From an optimization exercise on the open Yosys and OpenROAD flow, aimed at a short achievable clock period and few clock cycles per item; shortcuts taken in it are not production practice. The RTL was checked by simulation tests, not by an equivalence proof against the original design.

== xenon ==
## upxl_encoder
module upxl_encoder (
  input  wire        clk,
  input  wire        rst,
  input  wire        cmd_valid,
  output wire        cmd_ready,
  input  wire [1:0]  cmd_kind,
  input  wire [7:0]  cmd_chan,
  input  wire [7:0]  cmd_order,
  input  wire        cmd_nelem4,
  input  wire [7:0]  cmd_bright,
  input  wire [31:0] cmd_freq,
  input  wire [15:0] cmd_npix,
  input  wire        pix_valid,
  output wire        pix_ready,
  input  wire [31:0] pix_color,
  output reg         out_valid,
  input  wire        out_ready,
  output reg  [31:0] out_data,
  output reg  [2:0]  out_nbytes,
  output reg         out_last,
  output reg         done,
  output reg  [2:0]  done_flags,
  output reg  [11:0] done_len
);
  localparam DQ = 8;      
  localparam GQ = 4;      
  localparam PQ = 4;      
  localparam RQ = 16;     
  localparam OD = 8;      
  localparam GW = 2 + 8 + 8 + 1 + 8 + 32 + 10 + 2;
  integer i;
  function gtc16(input [15:0] x, input [15:0] c);
    integer j;
    reg eq;
    begin
      gtc16 = 1'b0;
      eq = 1'b1;
      for (j = 15; j >= 0; j = j - 1) begin
        if (eq && x[j] && !c[j]) gtc16 = 1'b1;
        eq = eq && (x[j] == c[j]);
      end
    end
  endfunction
  function [11:0] add12(input [11:0] a, input [11:0] b);
    reg [11:0] g, p, gg, pp;
    integer j, d;
    begin
      g = a & b;
      p = a ^ b;
      gg = g;
      pp = p;
      for (d = 1; d < 12; d = d * 2)
        for (j = 11; j >= d; j = j - 1) begin
          gg[j] = gg[j] | (pp[j] & gg[j-d]);
          pp[j] = pp[j] & pp[j-d];
        end
      add12 = p ^ {gg[10:0], 1'b0};
    end
  endfunction
  function [9:0] dec10(input [9:0] x);
    integer j;
    begin
      for (j = 0; j < 10; j = j + 1)
        dec10[j] = x[j] ^ ~(|(x & ((10'd1 << j) - 10'd1)));
    end
  endfunction
  function [16:0] th_upd(input [16:0] n, input inc, input dec);
    th_upd = inc ? (dec ? n : {n[15:0], 1'b1}) : (dec ? {1'b0, n[16:1]} : n);
  endfunction
  function [DQ-1:0] rot_dq(input [DQ-1:0] x); rot_dq = {x[DQ-2:0], x[DQ-1]}; endfunction
  ...
For scale: ~6400 cells after synthesis, roughly 2200 flip-flops, about 0.086 mm2 of cells after synthesis.
Settings: LEC_CHECK=0, ABC_CLOCK_PERIOD_IN_PS=2000, CAP_MARGIN=20, CORE_MARGIN=2, CORE_UTILIZATION=60, CTS_CLUSTER_SIZE=30, PLACE_DENSITY=0.7, SETUP_SLACK_MARGIN=2.6, SLEW_MARGIN=20, TNS_END_PERCENT=20; clock period 5.0 ns.
standard.sh (not shown) runs the stock make flow with config.mk's settings and CLKGATE_MAP_FILE= SYNTH_SCRIPT=/design/flow/synth_recipe.tcl, a recipe that flattens the netlist after the stock synthesis.
==> flow/flow/run.sh <==
#!/bin/bash
# Own layout flow: the standard synthesis and ORFS layout, unchanged
# except for two layout settings passed to make:
#  - every input and output port gets a sky130_fd_sc_hd__buf_8 buffer
#    (buffer_ports otherwise picks a slow clkdlybuf4s50_1 delay cell);
#  - MATCH_CELL_FOOTPRINT=0, so timing repair may resize cells to other
#    footprints.
# Each tool's output goes to a log file here; ORFS keeps its own logs in
# orfs/logs/.
set -euo pipefail
cd "$(dirname "$0")/.."
bash standard.sh synth > flow_synth.log 2>&1
sed 's#CLKGATE_MAP_FILE= #CLKGATE_MAP_FILE= MATCH_CELL_FOOTPRINT=0 BUFFER_PORTS_ARGS="-buffer_cell sky130_fd_sc_hd__buf_8" #' \
  standard.sh > flow_layout.sh
grep -q 'BUFFER_PORTS_ARGS' flow_layout.sh
bash flow_layout.sh finish > flow_layout.log 2>&1
test -s out/final.def
Testbench counts of xenon, summed over its fixed seeds: cycles 50,002, bytes 180,206.
Modified inputs, zinc compared to xenon
- TNS_END_PERCENT changed from 20 to 100
## What came out
- [compare] base=xenon new=zinc: via count normalized by instance count went down, final RePlAce weighted congestion went down, synthesis-to-finish area growth went up, number of setup buffers added after CTS went up.
- xenon has a higher via count than zinc.
- | met1 capacity usage during global routing | zinc vs xenon | 0.57 points higher |

what the ideal ports hide:
How much do the figures lean on ideal ports? The routed layouts below were timed once more, with nothing changed but the port constraints. Step 1 (the two cells are an assumption about what drives the block):
set clk [get_ports {clk}]
set_driving_cell -lib_cell sky130_fd_sc_hd__clkbuf_16 $clk
set_driving_cell -lib_cell sky130_fd_sc_hd__buf_2 [delete_from_list [all_inputs] $clk]
Step 2, shift: input delay + t, output delay - t, t = (earliest + latest rising clock arrival at the registers) / 2. This alone moves slack from input paths to output paths. a / b / c = ideal / step 1 / step 2; a / b = the first two.
run | t (ns) | slack for setup (ns) | hold WS [ns] | worst register clock-pin slew, ns | cell pins on the clock port's net
xenon | 0.918 | 2.481 / 2.439 / 2.060 | 0.243 / 0.204 / 0.304 | 0.07 / 0.07 | 1
zinc | 0.925 | 2.560 / 2.474 / 2.141 | 0.220 / 0.184 / 0.321 | 0.07 / 0.07 | 1
After both steps every run listed still meets setup and hold. The setup slack of xenon, which loses most, moves by -0.042 ns with the drivers and by -0.421 ns with both steps.
